What follows belongs to an exercise in optimizing a design on an open flow for a short achievable clock period and few clock cycles; a production flow would make more cautious choices.
Function was checked by simulation only, so behaviour that the tests miss may differ from the original.

==> 07-09 <==
==> flow/design.v (excerpt) <==
module bcvm_core (
    input  wire        clk,
    input  wire        rst,           
    input  wire [15:0] code_words,    
    output wire        code_req,
    output wire [15:0] code_addr,
    input  wire        code_ready,
    input  wire [31:0] code_rdata,
    output wire        heap_req,
    output wire        heap_we,
    output wire [12:0] heap_addr,
    output wire [31:0] heap_wdata,
    input  wire        heap_ready,
    input  wire [31:0] heap_rdata,
    input  wire        in_valid,
    input  wire [7:0]  in_data,
    input  wire        in_eos,
    output wire        in_ready,
    output wire        out_valid,
    output wire [7:0]  out_data,
    output wire        done,
    output wire [1:0]  fault
);
Settings: LEC_CHECK=0, CAP_MARGIN=20, CORE_MARGIN=2, CORE_UTILIZATION=25, SETUP_SLACK_MARGIN=5, SLEW_MARGIN=20, TNS_END_PERCENT=5; clock period 10.0 ns.
run.sh (not shown) runs the stock make flow with config.mk's settings and CLKGATE_MAP_FILE= SYNTH_SCRIPT=/design/flow/synth_recipe.tcl, a recipe that flattens the netlist after the stock synthesis.
==> 07-14: changes against 07-09 <==
--- a/flow/design.v
+++ b/flow/design.v
@@ -176,18 +176,26 @@
     reg         g_boob;
     reg         g_sel;          
     reg         g_safe;         
     reg  [13:0] g_n, g_r, g_len;
     reg         g_match;
     reg         chv;
     reg  [7:0]  ch;
-    reg  [7:0]  ob [0:15];
+    reg  [7:0]  ob0 [0:31];
+    reg  [7:0]  ob1 [0:31];
+    reg         ob_sel;         
     reg         ob_busy;
-    reg  [3:0]  ob_k;
-    reg  [4:0]  ob_len;
+    reg  [4:0]  ob_k;
+    reg  [5:0]  ob_len;
+    reg  [1:0]  c_v;
+    reg  [12:0] c_base0, c_base1;
+    reg  [5:0]  c_len0, c_len1;
+    reg  [1:0]  c_pass;         
+    reg         c_vic;          
+    reg         s_buf;          
     assign heap_req   = m_valid;
     assign heap_we    = m_we;
     assign heap_addr  = m_addr;
     assign heap_wdata = m_wdata;
     assign in_ready   = irq;
     assign out_valid  = out_v_q;
     assign out_data   = out_d_q;
@@ -271,14 +279,25 @@
                 lb_safe_q = 1'b0;
     end
     wire [12:0] lb_d = lb_addr - g_base;
     wire lb_safe_e = eng_idle || eng == G_PS || eng == G_PO || (eng == G_GW && lb_d > 13'd8);
     reg  lb_ok;
     wire lb_go  = lb_v && lb_ok && m_free;
     wire e_blk;
+    wire [12:0] c_d0 = m_addr - c_base0;
+    wire [12:0] c_d1 = m_addr - c_base1;
+    wire [1:0]  c_conf = {m_valid && m_we && (c_d1 <= {7'd0, c_len1}),
+                          m_valid && m_we && (c_d0 <= {7'd0, c_len0})};
+    wire c_hit0 = c_v[0] && !c_conf[0] && (hq_a == c_base0);
+    wire c_hit1 = c_v[1] && !c_conf[1] && (hq_a == c_base1);
+    wire c_hit  = c_hit0 || c_hit1;
+    wire c_he   = c_hit1;                         
+    wire [5:0] c_hlen = c_he ? c_len1 : c_len0;
+    wire c_hpass = c_he ? c_pass[1] : c_pass[0];
+    wire rr_quiet = !(m_valid && m_kind == K_RR) && !(rsp_v && rsp_kind == K_RR);
     wire puts_go = m_free && !ob_busy && !(rsp_v && rsp_kind != K_LOAD);
     wire [13:0] idx_n = {1'b0, g_base} + g_n;
     wire [13:0] idx_r = {1'b0, g_base} + g_r;
     wire        oob_n = g_boob || idx_n[13];
     wire        oob_r = g_boob || idx_r[13];
     wire [7:0]  rb = heap_rdata[7:0];
     wire [32:0] sum_c  = ks_add(x2, x3, 1'b0);
@@ -305,29 +324,31 @@
     reg  [31:0] rf_wd;
     reg  [2:0]  eng_n;
     reg         flt_n;
     reg  [12:0] base_n;
     reg         boob_n, sel_n, safe_n, match_n, chv_n, esc_n;
     reg  [13:0] n_n, r_n, len_n;
     reg  [7:0]  ch_n;
-    reg         ob_go;
+    reg         ob_go, c_set, c_clr;
+    reg  [5:0]  ob_go_len;
+    reg         ob_go_sel;
     reg         e_enq, q_pop, pend_set;
     reg  [1:0]  e_qt;
     reg  [12:0] e_qa;
     reg         e_qo;
     always @(*) begin
         e_adv = 1'b0; e_end = 1'b0; e_code = F_NONE; e_push = 1'b0;
         p_v = 1'b0; p_we = 1'b0; p_addr = 13'd0; p_wdata = 32'd0; p_kind = K_LOAD;
         m_cancel = 1'b0;
         rf_we = 1'b0;
         eng_n = eng; flt_n = bg_flt;
         base_n = g_base; boob_n = g_boob; sel_n = g_sel; safe_n = g_safe; match_n = g_match;
         chv_n = chv; ch_n = ch; esc_n = escalated;
         n_n = g_n; r_n = g_r; len_n = g_len;
-        ob_go = 1'b0;
+        ob_go = 1'b0; c_set = 1'b0; c_clr = 1'b0; ob_go_len = g_r[5:0]; ob_go_sel = s_buf;
         e_enq = 1'b0; q_pop = 1'b0; pend_set = 1'b0; lb_set = 1'b0;
         e_qt = Q_LOAD; e_qa = x2[12:0]; e_qo = x1_oob;
         rf_wd = ({32{o_mv}} & x2) | ({32{o_pi}} & {24'd0, a2}) |
                 ({32{o_add}} & sum) | ({32{o_sub}} & diff) |
                 {31'd0, (o_gt & gt) | (o_ge & ge) | (o_eq & eq)};
         rf_nz = (o_mv & nz2) | (o_pi & (|a2)) | (o_add & add_nz) | (o_sub & !eq) |
                 (o_gt & gt) | (o_ge & ge) | (o_eq & eq);
@@ -406,15 +427,21 @@
                 case (hq_t)
                     Q_LOAD: if (m_free) begin
                         p_v = 1'b1; p_addr = hq_a; p_kind = K_LOAD; q_pop = 1'b1;
                     end
                     Q_STORE: if (m_free) begin
                         p_v = 1'b1; p_we = 1'b1; p_addr = hq_a; p_wdata = hq_d; q_pop = 1'b1;
                     end
-                    Q_PUTS: if (puts_go) begin
+                    Q_PUTS: if (c_hit && !ob_busy && rr_quiet) begin
+                        q_pop = 1'b1;
+                        if (!(escalated && !c_hpass) && c_hlen != 6'd0) begin
+                            ob_go = 1'b1; ob_go_len = c_hlen; ob_go_sel = c_he;
+                        end
+                    end else if (puts_go) begin
+                        c_clr = 1'b1;
                         p_v = 1'b1; p_addr = hq_a; p_kind = K_SCAN; q_pop = 1'b1;
                         base_n = hq_a; n_n = 14'd1; r_n = 14'd0; match_n = 1'b1;
                         eng_n = G_PS;
                     end
                     default: begin    
                         q_pop = 1'b1;
                         base_n = hq_a; boob_n = hq_o;
@@ -424,17 +451,18 @@
                     end
                 endcase
             end
             G_PS: begin
                 if (rsp_v && rsp_kind == K_SCAN && rb == 8'd0) begin
                     if (!e_push && m_kind == K_SCAN) m_cancel = 1'b1;
                     len_n = g_r;
+                    c_set = (g_r <= 14'd32);
                     if ((escalated && !(g_match && g_r == 14'd8)) || g_r == 14'd0) begin
                         eng_n = G_IDLE;
-                    end else if (g_r <= 14'd16) begin
+                    end else if (g_r <= 14'd32) begin
                         ob_go = 1'b1;
                         eng_n = G_IDLE;
                     end else begin
                         n_n = 14'd0;
                         eng_n = G_PO;
                     end
                 end else begin
@@ -518,24 +546,64 @@
             default: ;
         endcase
     end
     assign e_blk = e_push || lb_go;
     wire consume = !ev || e_adv;
     wire lw_en = rsp_v && (rsp_kind == K_LOAD);
     wire irq_n   = (eng_n == G_GI) && !chv_n;
+    localparam integer NT = 4;
+    reg         tc_v  [0:NT-1];
+    reg  [7:0]  tc_tag[0:NT-1];
+    reg  [31:0] tc_w0 [0:NT-1];
+    reg  [27:0] tc_f0 [0:NT-1];
+    reg  [31:0] tc_w1 [0:NT-1];
+    reg  [27:0] tc_f1 [0:NT-1];
+    reg  [1:0]  tc_rr;                  
+    reg         fl_act, fl_ph;          
+    reg  [7:0]  fl_tag;
+    reg  [1:0]  fl_idx;
+    wire [7:0]  npc8 = npc[7:0];
+    reg         tc_hit;
+    reg  [1:0]  tc_sel;
+    integer ti;
+    always @(*) begin
+        tc_hit = 1'b0;
+        tc_sel = 2'd0;
+        for (ti = 0; ti < NT; ti = ti + 1)
+            if (tc_v[ti] && tc_tag[ti] == npc8) begin
+                tc_hit = 1'b1;
+                tc_sel = ti[1:0];
+            end
+    end
+    wire [31:0] hw0 = tc_w0[tc_sel];
+    wire [27:0] hf0 = tc_f0[tc_sel];
+    wire [31:0] hw1 = tc_w1[tc_sel];
+    wire [27:0] hf1 = tc_f1[tc_sel];
+    wire [31:0] src_w  = hv ? hw  : dw;
+    wire [15:0] src_pc = hv ? hpc : dpc;
+    wire [27:0] src_f  = hv ? hfl : dfl;
+    wire        src_v  = hv || dv;
     assign code_req  = !done_q;
     assign code_addr = redirect ? npc : fpc;
     wire   f_acc     = code_req && code_ready;
     always @(posedge clk) begin
         cw <= code_words;
         if (rst) begin
             fpc <= 16'd0;
             dv  <= 1'b0;
             hv  <= 1'b0;
             ev  <= 1'b0;
+        end else if (redirect && tc_hit) begin
+            ir  <= hw0; epc <= npc;
+            {e_if, e_it, e_jr, e_rb, e_oh, e_s3, e_s2, e_s1, e_tbad, e_legal, e_pcoob} <= hf0;
+            ev  <= 1'b1;
+            hw  <= hw1; hpc <= npc + 16'd1; hfl <= hf1;
+            hv  <= 1'b1;
+            dv  <= 1'b0;
+            fpc <= npc + 16'd2;
         end else if (redirect) begin
             dv  <= f_acc;
             dpc <= code_addr;
             fpc <= code_addr + {15'd0, f_acc};
             hv  <= 1'b0;
             ev  <= 1'b0;
         end else if (consume) begin
@@ -565,15 +633,46 @@
                 end
                 dv  <= f_acc;
                 dpc <= fpc;
                 fpc <= fpc + {15'd0, f_acc};
             end
         end
     end
-    wire [4:0] nx_r1 = (consume && !redirect) ? (hv ? hw[12:8] : dw[12:8]) : r1;
+    always @(posedge clk) begin
+        if (rst) begin
+            for (ti = 0; ti < NT; ti = ti + 1)
+                tc_v[ti] <= 1'b0;
+            tc_rr  <= 2'd0;
+            fl_act <= 1'b0;
+        end else if (redirect) begin
+            if (!tc_hit) begin
+                fl_act <= 1'b1;
+                fl_ph  <= 1'b0;
+                fl_tag <= npc8;
+                fl_idx <= tc_rr;
+                tc_v[tc_rr] <= 1'b0;
+                tc_rr  <= tc_rr + 2'd1;
+            end else
+                fl_act <= 1'b0;
+        end else if (consume && src_v && fl_act) begin
+            if (!fl_ph && src_pc == {8'd0, fl_tag}) begin
+                tc_w0[fl_idx] <= src_w;
+                tc_f0[fl_idx] <= src_f;
+                fl_ph <= 1'b1;
+            end else if (fl_ph && src_pc == {8'd0, fl_tag} + 16'd1) begin
+                tc_w1[fl_idx]  <= src_w;
+                tc_f1[fl_idx]  <= src_f;
+                tc_tag[fl_idx] <= fl_tag;
+                tc_v[fl_idx]   <= 1'b1;
+                fl_act <= 1'b0;
+            end else
+                fl_act <= 1'b0;
+        end
+    end
+    wire [4:0] nx_r1 = redirect ? (tc_hit ? hw0[12:8] : r1) : consume ? src_w[12:8] : r1;
     wire       nx_nz1 = (rf_we && r1 == nx_r1) ? rf_nz :
                         (w_we && w_wa == nx_r1) ? w_nz :
                         (lw_en && rsp_dest == nx_r1) ? (|heap_rdata) : nz[nx_r1];
     wire       nx_pd1 = (pend[nx_r1] && !(lw_en && rsp_dest == nx_r1)) || (pend_set && r1 == nx_r1);
     integer i;
     always @(posedge clk) begin
         for (i = 0; i < 32; i = i + 1) begin
@@ -613,14 +712,16 @@
             pend      <= 32'd0;
             m_valid   <= 1'b0;
             rsp_v     <= 1'b0;
             out_v_q   <= 1'b0;
             irq       <= 1'b0;
             chv       <= 1'b0;
             ob_busy   <= 1'b0;
+            c_v       <= 2'b00;
+            c_vic     <= 1'b0;
         end else begin
             eng       <= eng_n;
             bg_flt    <= flt_n;
             lb_ok <= lb_v && !lb_set && lb_safe_q && lb_safe_e;
             if (lb_set) begin
                 lb_v    <= 1'b1;
                 lb_addr <= x2[12:0];
@@ -664,27 +765,40 @@
                 m_addr  <= p_addr;
                 m_wdata <= p_wdata;
                 m_kind  <= p_kind;
                 m_dest  <= e_push ? r1 : lb_go ? lb_dest : hq_r;
             end else if (m_acc || m_cancel)
                 m_valid <= 1'b0;
             out_v_q <= ob_busy || (rsp_v && (rsp_kind == K_RR));
+            c_v[0] <= (c_set && !s_buf) || (c_v[0] && !(c_clr && !c_vic) && !c_conf[0]);
+            c_v[1] <= (c_set &&  s_buf) || (c_v[1] && !(c_clr &&  c_vic) && !c_conf[1]);
+            if (c_clr) s_buf <= c_vic;
+            if (c_set) begin
+                if (s_buf) begin c_base1 <= g_base; c_len1 <= g_r[5:0]; c_pass[1] <= g_match && g_r == 14'd8; end
+                else       begin c_base0 <= g_base; c_len0 <= g_r[5:0]; c_pass[0] <= g_match && g_r == 14'd8; end
+                c_vic <= !s_buf;
+            end else if (q_pop && c_hit && hq_t == Q_PUTS && eng_idle)
+                c_vic <= !c_he;
             if (ob_go) begin
                 ob_busy <= 1'b1;
-                ob_k    <= 4'd0;
-                ob_len  <= g_r[4:0];
+                ob_k    <= 5'd0;
+                ob_len  <= ob_go_len;
+                ob_sel  <= ob_go_sel;
             end else if (ob_busy) begin
-                ob_k <= ob_k + 4'd1;
-                if ({1'b0, ob_k} + 5'd1 == ob_len)
+                ob_k <= ob_k + 5'd1;
+                if ({1'b0, ob_k} + 6'd1 == ob_len)
                     ob_busy <= 1'b0;
             end
         end
-        out_d_q <= ob_busy ? ob[ob_k] : rb;
-        if (eng == G_PS && rsp_v && rsp_kind == K_SCAN && g_r < 14'd16)
-            ob[g_r[3:0]] <= rb;
+        out_d_q <= ob_busy ? (ob_sel ? ob1[ob_k] : ob0[ob_k]) : rb;
+        if (eng == G_PS && rsp_v && rsp_kind == K_SCAN && g_r < 14'd32)
+        begin
+            if (s_buf) ob1[g_r[4:0]] <= rb;
+            else       ob0[g_r[4:0]] <= rb;
+        end
         for (i = 0; i < QD; i = i + 1) begin
             if (e_enq && q_tail == i) begin
                 q_t[i] <= e_qt; q_a[i] <= e_qa; q_o[i] <= e_qo; q_d[i] <= x2; q_r[i] <= r1;
             end
         end
         g_base  <= base_n;
         g_boob  <= boob_n;
==> qor.yml <==
status: "finished clean"
mostFrequentLayoutCells: "edfxtp_1 (1,909), nand2_1 (1,482), mux2_2 (745)"
die_area_um2: 463000
wl_per_cell_um: 29.6
synth_compound_area_share_pct: 6.23
netlist_area_um2: 114000
worstMarginPinSlew_ns: 1.26
swShare_pct: 35.0
nonClkBufAreaFrac_pct: 5.03
r2r-end: "w_wd[31]"
fin_nets: 9211
grt_usage_pct: 18.5
pg_seq_mw: 11.4
nFillCells: 45500
cts-resized-gates: 436
hold_start: "m_dest[2]"
place_ws_ns: 2.18
p_int_mw: 20.4
gr-usage-met3_pct: 4.54
multi_input_area_share_pct: 38.6
-- figures above: 07-09

==> qor.yml <==
netlist_area_um2: 152000
grt_usage_pct: 17.6
nFillCells: 60500
place_ws_ns: 1.99
cp_num_cells: 20
wl_per_cell_um: 28.7
synth_compound_area_share_pct: 6.50
p_int_mw: 32.1
gr-usage-met3_pct: 4.83
fin_nets: 11800
mostFrequentLayoutCells: "edfxtp_1 (2,784), nand2_1 (1,622), mux4_2 (853)"
critPathSlowestCell: "a222oi_1"
synthXorXnorAreaFrac_pct: 2.55
yosysUniqueCellTypes: 89
die_area_um2: 616000
r2r-start: "ir[16]"
hold_start: "m_dest[1]"
status: "finished clean"
worstMarginPinSlew_ns: 1.28
die_h_um: 785
swShare_pct: 37.5
r2r-end: "w_wd[6]"
-- figures above: 07-14

Testbench counts of 07-09, summed over its fixed seeds: cycles 127,125.
Testbench counts of 07-14, summed over its fixed seeds: cycles 108,869.

static timing again, ports no longer ideal:
Ports are ideal in the flow. The routed layouts listed here were re-timed in OpenROAD.
Step 1 sets driving cells, clkbuf_16 on the clock port and buf_2 on the other inputs (assumed; they add their load-dependent delay and slew).
Step 2 adds t to the input delays and takes it off the output delays; t is the mean of the earliest and latest rising clock arrival at the registers after step 1. Input paths then give back, and output paths get back, about the clock's delay inside the block.
a / b / c = ideal ports / drivers / drivers and shift; a / b = the first two.
run | t (ns) | setup WS [ns] | worst hold slack (ns)
07-09 | 1.002 | 4.285 / 4.285 / 3.518 | 0.441 / 0.441 / 0.441
07-14 | 1.034 | 4.094 / 4.094 / 3.389 | 0.423 / 0.423 / 0.423
After both steps every run listed still meets setup and hold. For 07-09, which loses most, drivers alone change the setup slack by 0.000 ns; drivers and shift together by -0.767 ns.
